Background: an optimization exercise with open tools, aiming at small area, a short achievable clock period and few clock cycles. Do not read the settings as production practice.
Only simulation tests tie the RTL to the original design; equivalence was not proved.
Power is estimated from default activity; no workload was simulated.

`design.v`:
```
module spdy_fhd #(
    parameter [32:0] BUF_CAP  = 33'd4096,
    parameter [23:0] LEN_CAP  = 24'd2048,
    parameter integer PRI_BITS = 3,
    parameter [7:0]  SS_OFF   = 8'd10,
    parameter [7:0]  SR_OFF   = 8'd4,
    parameter [7:0]  HD_OFF   = 8'd4
) (
    input  wire        clk,
    input  wire        rst,
    input  wire        cmd_valid,
    output wire        cmd_ready,
    input  wire [7:0]  cmd_op,
    input  wire [31:0] cmd_arg,
    output reg         done,
    output reg         mem_en,
    output reg  [31:0] mem_addr,
    input  wire [7:0]  mem_rdata,
    input  wire [5:0]  reg_addr,
    output reg  [31:0] reg_rdata
);
    localparam [7:0] OP_TRYRD  = 8'h01, OP_RDU8   = 8'h02, OP_RDU16 = 8'h03,
                     OP_RDU24  = 8'h04, OP_RDU32  = 8'h05, OP_SEEK  = 8'h06,
                     OP_SETLIM = 8'h07, OP_DECHDR = 8'h10, OP_CLSFY = 8'h11,
                     OP_XPAY   = 8'h12, OP_SENTRY = 8'h13, OP_DECFRM = 8'h14;
    localparam [3:0] ST_OK = 4'd0, ST_SHORT = 4'd1, ST_MALFORMED = 4'd2,
                     ST_NOHDR = 4'd3, ST_RANGE = 4'd4, ST_BADCMD = 4'd5;
    localparam [3:0] K_DATA = 4'd0, K_SYN_STREAM = 4'd1, K_SYN_REPLY = 4'd2,
                     K_RST_STREAM = 4'd3, K_SETTINGS = 4'd4, K_PING = 4'd6,
                     K_HEADERS = 4'd8, K_UNKNOWN = 4'd15;
    localparam [3:0] S_IDLE    = 4'd0,  S_EXEC    = 4'd1,  S_FETCH   = 4'd2,
                     S_RDU     = 4'd3,  S_HDR     = 4'd4,  S_PAYCHK  = 4'd5,
                     S_PAYDONE = 4'd6,  S_SENTRY  = 4'd7,  S_FRMHDR  = 4'd8,
                     S_COMMIT  = 4'd9;
    reg [31:0] r_pos, r_lim, r_val, r_sl_off, r_sl_len;
    reg [3:0]  r_st;
    reg        r_fr_ctrl;
    reg [14:0] r_fr_version;
    reg [15:0] r_fr_type;
    reg [30:0] r_fr_sid;
    reg [7:0]  r_fr_flags;
    reg [23:0] r_fr_len;
    reg [3:0]  r_fr_kind;
    reg        r_fr_over;
    reg        r_fr_v;
    reg [3:0]  r_pl_kind;
    reg [31:0] r_pl_sid;
    reg [30:0] r_pl_assoc;
    reg [7:0]  r_pl_pri;
    reg [31:0] r_pl_status, r_pl_id, r_pl_count, r_pl_ent_off, r_pl_rest_off;
    reg [23:0] r_pl_rest_len;
    reg [7:0]  r_se_flags;
    reg [23:0] r_se_id;
    reg [31:0] r_se_value;
    reg [3:0]  state;
    reg [3:0]  ret_state;      
    reg [7:0]  op_q;
    reg [31:0] arg_q;
    reg [31:0] f_addr;         
    reg [3:0]  f_issue;        
    reg [3:0]  f_recv;         
    reg        rd_pend;        
    reg [71:0] fb;             
    reg [63:0] hdr_q;          
    reg [31:0] base_q;         
    reg [3:0]  w_kind;
    reg [23:0] w_len;
    reg [30:0] w_hsid;
    function [3:0] classify;
        input        c;
        input [15:0] t;
        begin
            if (!c)                classify = K_DATA;
            else if (t == 16'd1)   classify = K_SYN_STREAM;
            else if (t == 16'd2)   classify = K_SYN_REPLY;
            else if (t == 16'd3)   classify = K_RST_STREAM;
            else if (t == 16'd4)   classify = K_SETTINGS;
            else if (t == 16'd6)   classify = K_PING;
            else if (t == 16'd8)   classify = K_HEADERS;
            else                   classify = K_UNKNOWN;
        end
    endfunction
    function [7:0] fix_size;
        input [3:0] k;
        begin
            case (k)
                K_SYN_STREAM: fix_size = SS_OFF;
                K_SYN_REPLY:  fix_size = SR_OFF;
                K_RST_STREAM: fix_size = 8'd8;
                K_SETTINGS:   fix_size = 8'd4;
                K_PING:       fix_size = 8'd4;
                K_HEADERS:    fix_size = HD_OFF;
                default:      fix_size = 8'd0;
            endcase
        end
    endfunction
    function [3:0] read_size;
        input [3:0] k;
        begin
            case (k)
                K_SYN_STREAM: read_size = 4'd9;
                K_SYN_REPLY:  read_size = 4'd4;
                K_RST_STREAM: read_size = 4'd8;
                K_SETTINGS:   read_size = 4'd4;
                K_PING:       read_size = 4'd4;
                K_HEADERS:    read_size = 4'd4;
                default:      read_size = 4'd0;
            endcase
        end
    endfunction
    wire [31:0] avail = r_lim - r_pos;
    assign cmd_ready = (state == S_IDLE);
    wire [63:0] hw = fb[63:0];
    wire [35:0] se_addr  = {4'd0, r_pl_ent_off} + {arg_q, 3'b000};
    wire [36:0] se_end   = {1'b0, se_addr} + 37'd8;
    wire [7:0]  pay_fix  = fix_size(w_kind);
    wire        pay_mal0 = (w_len < {16'd0, pay_fix});
    wire [31:0] set_count = fb[31:0];
    wire [35:0] set_fix   = {1'b0, set_count, 3'b000} + 36'd4;
    wire        set_mal   = ({12'd0, w_len} < set_fix);
    always @(*) begin
        mem_en   = 1'b0;
        mem_addr = f_addr;
        if (state == S_FETCH && f_issue != 4'd0)
            mem_en = 1'b1;
    end
    always @(posedge clk) begin
        if (rst) begin
            state         <= S_IDLE;
            ret_state     <= S_IDLE;
            done          <= 1'b0;
            op_q          <= 8'd0;
            arg_q         <= 32'd0;
            f_addr        <= 32'd0;
            f_issue       <= 4'd0;
            f_recv        <= 4'd0;
            rd_pend       <= 1'b0;
            fb            <= 72'd0;
            hdr_q         <= 64'd0;
            base_q        <= 32'd0;
            w_kind        <= 4'd0;
            w_len         <= 24'd0;
            w_hsid        <= 31'd0;
            r_pos         <= 32'd0;
            r_lim         <= 32'd0;
            r_st          <= ST_OK;
            r_val         <= 32'd0;
            r_sl_off      <= 32'd0;
            r_sl_len      <= 32'd0;
            r_fr_ctrl     <= 1'b0;
            r_fr_version  <= 15'd0;
            r_fr_type     <= 16'd0;
            r_fr_sid      <= 31'd0;
            r_fr_flags    <= 8'd0;
            r_fr_len      <= 24'd0;
            r_fr_kind     <= K_UNKNOWN;
            r_fr_over     <= 1'b0;
            r_fr_v        <= 1'b0;
            r_pl_kind     <= K_UNKNOWN;
            r_pl_sid      <= 32'd0;
            r_pl_assoc    <= 31'd0;
            r_pl_pri      <= 8'd0;
            r_pl_status   <= 32'd0;
            r_pl_id       <= 32'd0;
            r_pl_count    <= 32'd0;
            r_pl_ent_off  <= 32'd0;
            r_pl_rest_off <= 32'd0;
            r_pl_rest_len <= 24'd0;
            r_se_flags    <= 8'd0;
            r_se_id       <= 24'd0;
            r_se_value    <= 32'd0;
        end else begin
            done    <= 1'b0;
            rd_pend <= mem_en;
            case (state)
            S_IDLE: begin
                if (cmd_valid) begin
                    op_q  <= cmd_op;
                    arg_q <= cmd_arg;
                    state <= S_EXEC;
                end
            end
            S_EXEC: begin
                state <= S_COMMIT;
                case (op_q)
                OP_TRYRD: begin
                    if (arg_q > avail) r_st <= ST_SHORT;
                    else begin
                        r_sl_off <= r_pos;
                        r_sl_len <= arg_q;
                        r_pos    <= r_pos + arg_q;
                        r_st     <= ST_OK;
                    end
                end
                OP_RDU8, OP_RDU16, OP_RDU24, OP_RDU32: begin
                    if ({24'd0, op_q - 8'd1} > avail) r_st <= ST_SHORT;
                    else begin
                        f_addr    <= r_pos;
                        f_issue   <= op_q[3:0] - 4'd1;
                        f_recv    <= op_q[3:0] - 4'd1;
                        fb        <= 72'd0;
                        ret_state <= S_RDU;
                        state     <= S_FETCH;
                    end
                end
                OP_SEEK: begin
                    if (arg_q > r_lim) r_st <= ST_RANGE;
                    else begin
                        r_pos <= arg_q;
                        r_st  <= ST_OK;
                    end
                end
                OP_SETLIM: begin
                    if (arg_q < r_pos || {1'b0, arg_q} > BUF_CAP) r_st <= ST_RANGE;
                    else begin
                        r_lim <= arg_q;
                        r_st  <= ST_OK;
                    end
                end
                OP_CLSFY: begin
                    r_val <= {28'd0, classify(arg_q[31], arg_q[15:0])};
                    r_st  <= ST_OK;
                end
                OP_DECHDR, OP_DECFRM: begin
                    if (avail < 32'd8) r_st <= ST_SHORT;
                    else begin
                        f_addr    <= r_pos;
                        f_issue   <= 4'd8;
                        f_recv    <= 4'd8;
                        fb        <= 72'd0;
                        ret_state <= (op_q == OP_DECHDR) ? S_HDR : S_FRMHDR;
                        state     <= S_FETCH;
                    end
                end
                OP_XPAY: begin
                    if (!r_fr_v) r_st <= ST_NOHDR;
                    else if ({8'd0, r_fr_len} > avail) r_st <= ST_SHORT;
                    else begin
                        w_kind <= r_fr_kind;
                        w_len  <= r_fr_len;
                        w_hsid <= r_fr_sid;
                        base_q <= r_pos;
                        state  <= S_PAYCHK;
                    end
                end
                OP_SENTRY: begin
                    if (r_pl_kind != K_SETTINGS) r_st <= ST_RANGE;
                    else if (arg_q >= r_pl_count) r_st <= ST_RANGE;
                    else if (se_end > {5'd0, r_lim}) r_st <= ST_RANGE;
                    else begin
                        f_addr    <= se_addr[31:0];
                        f_issue   <= 4'd8;
                        f_recv    <= 4'd8;
                        fb        <= 72'd0;
                        ret_state <= S_SENTRY;
                        state     <= S_FETCH;
                    end
                end
                default: r_st <= ST_BADCMD;
                endcase
            end
            S_FETCH: begin
                if (mem_en) begin
                    f_addr  <= f_addr + 32'd1;
                    f_issue <= f_issue - 4'd1;
                end
                if (rd_pend) begin
                    fb     <= {fb[63:0], mem_rdata};
                    f_recv <= f_recv - 4'd1;
                    if (f_recv == 4'd1)
                        state <= ret_state;
                end
            end
            S_RDU: begin
                r_val <= fb[31:0];
                r_pos <= r_pos + {28'd0, op_q[3:0] - 4'd1};
                r_st  <= ST_OK;
                state <= S_COMMIT;
            end
            S_HDR: begin
                r_fr_ctrl    <= hw[63];
                r_fr_version <= hw[63] ? hw[62:48] : 15'd0;
                r_fr_type    <= hw[63] ? hw[47:32] : 16'd0;
                r_fr_sid     <= hw[63] ? 31'd0 : hw[62:32];
                r_fr_flags   <= hw[31:24];
                r_fr_len     <= hw[23:0];
                r_fr_kind    <= classify(hw[63], hw[47:32]);
                r_fr_over    <= (hw[23:0] > LEN_CAP);
                r_fr_v       <= 1'b1;
                r_pos        <= r_pos + 32'd8;
                r_st         <= ST_OK;
                state        <= S_COMMIT;
            end
            S_FRMHDR: begin
                hdr_q  <= hw;
                w_kind <= classify(hw[63], hw[47:32]);
                w_len  <= hw[23:0];
                w_hsid <= hw[63] ? 31'd0 : hw[62:32];
                base_q <= r_pos + 32'd8;
                if ({8'd0, hw[23:0]} > avail - 32'd8) begin
                    r_st  <= ST_SHORT;
                    state <= S_COMMIT;
                end else
                    state <= S_PAYCHK;
            end
            S_PAYCHK: begin
                if (pay_mal0) begin
                    r_st  <= ST_MALFORMED;
                    state <= S_COMMIT;
                end else if (read_size(w_kind) == 4'd0)
                    state <= S_PAYDONE;
                else begin
                    f_addr    <= base_q;
                    f_issue   <= read_size(w_kind);
                    f_recv    <= read_size(w_kind);
                    fb        <= 72'd0;
                    ret_state <= S_PAYDONE;
                    state     <= S_FETCH;
                end
            end
            S_PAYDONE: begin
                state <= S_COMMIT;
                if (w_kind == K_SETTINGS && set_mal)
                    r_st <= ST_MALFORMED;
                else begin
                    r_pl_kind     <= w_kind;
                    r_pl_sid      <= 32'd0;
                    r_pl_assoc    <= 31'd0;
                    r_pl_pri      <= 8'd0;
                    r_pl_status   <= 32'd0;
                    r_pl_id       <= 32'd0;
                    r_pl_count    <= 32'd0;
                    r_pl_ent_off  <= 32'd0;
                    r_pl_rest_off <= base_q + {24'd0, pay_fix};
                    r_pl_rest_len <= w_len - {16'd0, pay_fix};
                    case (w_kind)
                    K_DATA: r_pl_sid <= {1'b0, w_hsid};
                    K_SYN_STREAM: begin
                        r_pl_sid   <= {1'b0, fb[70:40]};
                        r_pl_assoc <= fb[38:8];
                        r_pl_pri   <= {5'd0, fb[7:8-PRI_BITS]};
                    end
                    K_SYN_REPLY, K_HEADERS: r_pl_sid <= {1'b0, fb[30:0]};
                    K_RST_STREAM: begin
                        r_pl_sid    <= fb[63:32];
                        r_pl_status <= fb[31:0];
                    end
                    K_SETTINGS: begin
                        r_pl_count    <= set_count;
                        r_pl_ent_off  <= base_q + 32'd4;
                        r_pl_rest_off <= base_q + 32'd4 + {set_count[28:0], 3'b000};
                        r_pl_rest_len <= w_len - 24'd4 - {set_count[20:0], 3'b000};
                    end
                    K_PING: r_pl_id <= fb[31:0];
                    default: ;
                    endcase
                    if (op_q == OP_DECFRM) begin
                        r_fr_ctrl    <= hdr_q[63];
                        r_fr_version <= hdr_q[63] ? hdr_q[62:48] : 15'd0;
                        r_fr_type    <= hdr_q[63] ? hdr_q[47:32] : 16'd0;
                        r_fr_sid     <= hdr_q[63] ? 31'd0 : hdr_q[62:32];
                        r_fr_flags   <= hdr_q[31:24];
                        r_fr_len     <= hdr_q[23:0];
                        r_fr_kind    <= w_kind;
                        r_fr_over    <= (hdr_q[23:0] > LEN_CAP);
                    end
                    r_fr_v <= 1'b0;
                    r_pos  <= base_q + {8'd0, w_len};
                    r_st   <= ST_OK;
                end
            end
            S_SENTRY: begin
                r_se_flags <= fb[63:56];
                r_se_id    <= fb[55:32];
                r_se_value <= fb[31:0];
                r_st       <= ST_OK;
                state      <= S_COMMIT;
            end
            S_COMMIT: begin
                done  <= 1'b1;
                state <= S_IDLE;
            end
            default: state <= S_IDLE;
            endcase
        end
    end
    always @(*) begin
        case (reg_addr)
            6'd0:  reg_rdata = r_pos;
            6'd1:  reg_rdata = r_lim;
            6'd2:  reg_rdata = {28'd0, r_st};
            6'd3:  reg_rdata = r_val;
            6'd4:  reg_rdata = r_sl_off;
            6'd5:  reg_rdata = r_sl_len;
            6'd6:  reg_rdata = {31'd0, r_fr_ctrl};
            6'd7:  reg_rdata = {17'd0, r_fr_version};
            6'd8:  reg_rdata = {16'd0, r_fr_type};
            6'd9:  reg_rdata = {1'b0, r_fr_sid};
            6'd10: reg_rdata = {24'd0, r_fr_flags};
            6'd11: reg_rdata = {8'd0, r_fr_len};
            6'd12: reg_rdata = {28'd0, r_fr_kind};
            6'd13: reg_rdata = {31'd0, r_fr_over};
            6'd14: reg_rdata = {31'd0, r_fr_v};
            6'd15: reg_rdata = {28'd0, r_pl_kind};
            6'd16: reg_rdata = r_pl_sid;
            6'd17: reg_rdata = {1'b0, r_pl_assoc};
            6'd18: reg_rdata = {24'd0, r_pl_pri};
            6'd19: reg_rdata = r_pl_status;
            6'd20: reg_rdata = r_pl_id;
            6'd21: reg_rdata = r_pl_count;
            6'd22: reg_rdata = r_pl_ent_off;
            6'd23: reg_rdata = r_pl_rest_off;
            6'd24: reg_rdata = {8'd0, r_pl_rest_len};
            6'd25: reg_rdata = {24'd0, r_se_flags};
            6'd26: reg_rdata = {8'd0, r_se_id};
            6'd27: reg_rdata = r_se_value;
            default: reg_rdata = 32'd0;
        endcase
    end
endmodule
```
`config.mk`:
```
export PLATFORM = sky130hd
export DESIGN_NAME = spdy_fhd
export DESIGN_NICKNAME = spdy_fhd
export VERILOG_FILES = /design/flow/design.v
export SDC_FILE = /design/flow/constraint.sdc
export NUM_CORES = 4
export LEC_CHECK = 0
export CAP_MARGIN = 35
export CORE_MARGIN = 2
export CORE_UTILIZATION = 30
export SLEW_MARGIN = 35
```
`constraint.sdc`:
```
create_clock -name core_clock -period 10.0 [get_ports {clk}]
set_input_delay 2.0000 -clock core_clock [delete_from_list [all_inputs] [get_ports {clk}]]
set_output_delay 2.0000 -clock core_clock [all_outputs]
set_load 0.01 [all_outputs]
```
`run.sh`:
```
#!/bin/bash
# synth_recipe.tcl (not shown) runs the flow's synth.tcl, then flattens the netlist and writes it again
# the make line also repeats each setting of config.mk as NAME=value (left out here)
make -C /OpenROAD-flow-scripts/flow DESIGN_CONFIG=/design/flow/config.mk WORK_HOME=/design/flow/orfs CLKGATE_MAP_FILE= SYNTH_SCRIPT=/design/flow/synth_recipe.tcl finish
```
==> flow_metrics.py <==
metrics = {
    "floorplanning": {
        "dieArea_um2": 203000,
        "initial_core_util": 0.302,
        "num_io_pins": 124,
        "die_w_um": 451,
        "coreArea_um2": 198000,
        "die_h_um": 451,
        "rows": 163,
    },
    "setup_path": {
        "reg2reg_slack_ns": 2.17,
        "worstPathMaxFanout": 20,
        "end_kind": "primary output",
        "cp_common_cell": "clkdlybuf4s50_1",
        "cpPeakStageDelay_ns": 0.86,
        "start_kind": "primary input",
        "reg2reg_depth": 27,
        "worstPathArrival_ns": 6.38,
        "worstSetupPathType": "in -> out",
        "crit_required_ns": 8.00,
        "cp_slowest_cell": "clkdlybuf4s50_1",
        "r2r_start": "arg_q[0]",
        "reg2reg_to": "fb[58]",
        "worstPathCellList": "clkdlybuf4s50_1 > nand2b_1 > nor2_4 > buf_4 > a221oi_2 > and3_1 > nand4_1 > clkdlybuf4s50_1",
    },
    "hold_path": {
        "holdPathStages": 2,
        "hold_path_end": "r_pl_status[27]",
        "hold_start": "r_pl_status[27]",
        "hp-class": "reg -> reg",
    },
    "sta": {
        "rsz0062_at_grt": "false",
        "slew_violations": 0,
        "fin_crit_ns": 8.38,
        "worst_slew_pin_slew_ns": 1.06,
        "tns_ns": 0,
        "fin_crit_sh": 0.838,
        "slew_headroom": 0.287,
        "setup_viol": 0,
        "whs_ns": 0.451,
        "clock-skew-final_ns": 0.0602,
        "hold_viol": 0,
        "clock.fmax_mhz": 119,
    },
    "drt": {
        "antenna_left": 0,
        "vias": 66000,
        "drc_errors": 0,
        "via_per_inst": 6.34,
        "avgRoutedWirePerCell_um": 32.9,
        "drt_iter0_markers": 10800,
        "routed_wirelength_mm": 343,
        "drtPass1Iterations": 8,
    },
    "synth": {
        "syn_avg_cell_area_um2": 7.60,
        "ys_types": 110,
        "synth_top_area_share": 0.300,
        "ys_seq_area_frac": 0.300,
        "async_reset_ff_frac": 0,
        "synth.area.top_cells": "dfxtp_1, ha_1, a21oi_1, nand2_1, nor2_1",
        "synth_edf_count": 0,
        "yosysWarningCount": 1,
        "synthFlopType": "dfxtp_1",
        "synth_area_um2": 59800,
        "netlist_instances": 7871,
        "synth_top_area_cell": "dfxtp_1",
        "ys_ff_latch": 898,
        "syn-num-nets": 8381,
    },
    "clock_tree": {
        "clk_pin_slew_worst_paths_ns": 0.06,
        "clock_path_buffers": 3,
        "insertion_delay_ns": 0.81,
        "cts_tree": "yes",
        "clock-sinks": 898,
        "htreeDepth": 3,
        "clockRootBuffer": "clkbuf_16",
        "postCtsSetupBuffers": 0,
        "cts_made_buffers": 103,
        "cts.hold.buffers_added": 0,
        "post_cts_resized": 0,
    },
    "finish": {
        "layout.nets": 8187,
        "nFillCells": 20900,
        "syn2layout_area_growth_pct": 13.5,
        "largest_registers": "fb: 71 flops, hdr_q: 64 flops",
        "drive_gt1_frac": 0.0713,
        "top_register": "fb",
        "stdcell_count": 10400,
        "largest_reg_flops": 71,
        "utilization": 0.343,
    },
    "global_route": {
        "track_usage": 0.322,
        "grt_pass1_vias": 59800,
        "grt_pass1_wl_mm": 471,
        "antenna_found_initial": 44,
        "grt_max_degree": 199,
        "overflow": 0,
    },
    "placed_design": {
        "placement.io_buffers": 123,
        "dp_cells": 10200,
        "dp_hpwl_mm": 250,
        "place.gp.congestion": 1.09,
    },
    "status": {
        "status": "timing/DRC/antenna clean",
    },
    "run": {
        "drv_cap": 0,
    },
    "power_and_ir_drop": {
        "leakage_nw": 24.4,
        "power.density_nw_per_um2": 254,
        "ir_drop_v": 0.000160,
    },
}
==> how the worst max path moves through the flow <==
stage                      from            end
finish              reg_addr[2]   reg_rdata[6]
CTS                 reg_addr[2]   reg_rdata[6]
detailed placement  reg_addr[2]  reg_rdata[14]
global route        reg_addr[2]   reg_rdata[6]
global placement    reg_addr[2]   reg_rdata[4]
floorplan              arg_q[1]         fb[67]
==> metal layers <==
metal,track usage,up-vias,share of wire
li1,-,28200,-
met1,0.416,32000,0.39
met2,0.453,4716,0.40
met3,0.105,1048,0.13
met4,0.213,44,0.080
met5,0,-,0.00089
==> critical path, delay by kind of cell <==
family          cells  cell delay [ns]
buf+inv             3             1.86
simple gates        4             1.68
compound gates      1             0.81
==> logic make-up after synthesis <==
logic type | after synthesis | synth area share
AO/OA/AOI/OAI | 2297 | 0.256
XOR/XNOR | 304 | 0.0448
adder cells (fa/ha/maj) | 453 | 0.0957
buffers and inverters | 927 | 0.0596
flip-flops | 898 | 0.300
multiplexers | 131 | 0.0226
AND/OR/NAND/NOR | 2861 | 0.221
==> metrics by stage <==
stage               area [um^2]  setup slack, ns  total power, mW
global placement          63800             1.68             12.7
detailed placement        64200             1.97             12.8
floorplan                 59800             4.01             9.57
CTS                       67700             1.93             16.9
finish                    67900             1.62             17.2
global route              67900             1.75             17.9
==> cell usage after synthesis (54+ instances only) <==
| cell type | n |
|---|---|
| nand4_1 | 165 |
| a21oi_1 | 816 |
| nand2_1 | 1022 |
| inv_1 | 277 |
| nor2_1 | 731 |
| mux2i_1 | 100 |
| clkbuf_1 | 563 |
| and3_1 | 74 |
| a22oi_1 | 204 |
| dfxtp_1 | 898 |
| xor2_1 | 109 |
| nand3b_1 | 67 |
| ha_1 | 445 |
| xnor2_1 | 193 |
| nand3_1 | 330 |
| o21ai_0 | 203 |
| a222oi_1 | 54 |
| a221oi_1 | 95 |
| o21ai_1 | 63 |
| a311oi_1 | 102 |
| a211oi_1 | 204 |
| nor3_1 | 153 |
| nor4_1 | 59 |
| a21o_1 | 109 |
==> layout make-up <==
| class | count | area, um^2 | share of cell area |
|---|---|---|---|
| Inverter | 283 | 1060 | 0.0157 |
| Clock inverter | 40 | 641 | 0.00943 |
| Multi-Input combinational cell | 6046 | 38700 | 0.570 |
| Antenna cell | 12 | 30.0 | 0.000442 |
| Tap cell | 2640 | 3300 | 0.0486 |
| Timing Repair Buffer | 345 | 3300 | 0.0486 |
| Sequential cell | 898 | 18000 | 0.265 |
| Clock buffer | 147 | 2910 | 0.0429 |
==> cells in the final DEF, fill, tap and decap left out, types with 42 or more instances in the layout <==
master	n
a222oi_1	54
clkdlybuf4s50_1	122
buf_4	191
o211ai_1	46
a22o_1	42
mux2i_1	99
nor4_1	56
a21oi_1	812
ha_1	445
dfxtp_1	891
nand3_1	326
inv_1	277
o21ai_1	62
nor2_1	704
a311oi_1	101
nor2b_1	48
o21a_1	45
nor3_1	151
nand2_1	1014
a22oi_1	204
nand4_1	165
o21ai_0	203
a211oi_1	202
and3_1	72
xnor2_1	191
nand3b_1	67
a21o_1	109
a221oi_1	93
nor3b_1	46
xor2_1	109
clkbuf_16	103
==> report_power, final <==
group	leakage [nW]	internal, mW	switching (mW)	total, mW
Sequential	7.25	3.81	0.471	4.28
Combinational	15.4	2.85	6.00	8.85
Clock	1.72	2.32	1.80	4.12
Total	24.4	8.98	8.27	17.2
Testbench counts, summed over its fixed seeds: cycles 102,729.

## what the ideal ports hide
In the flow no input, the clock included, has a driving cell. The finished layout below was timed again as built, in two steps. Step 1, drivers: a clkbuf_16 drives clk and a buf_2 each remaining input, both assumed. Step 2 adds t to the input delays and takes it off the output delays; t is the mean of the earliest and latest rising clock arrival at the registers after step 1. Input paths then give back, and output paths get back, about the clock's delay inside the block. a / b / c = no drivers / after step 1 / after step 2; a / b = the first two.
t, ns: 0.873
setup WS [ns]: 1.618 / 1.501 / 1.501
worst slew at a driven data input, ns: 0.17
After both steps setup and hold are still met in this run. For this run, drivers alone change the setup slack by -0.117 ns; drivers and shift together by -0.117 ns.
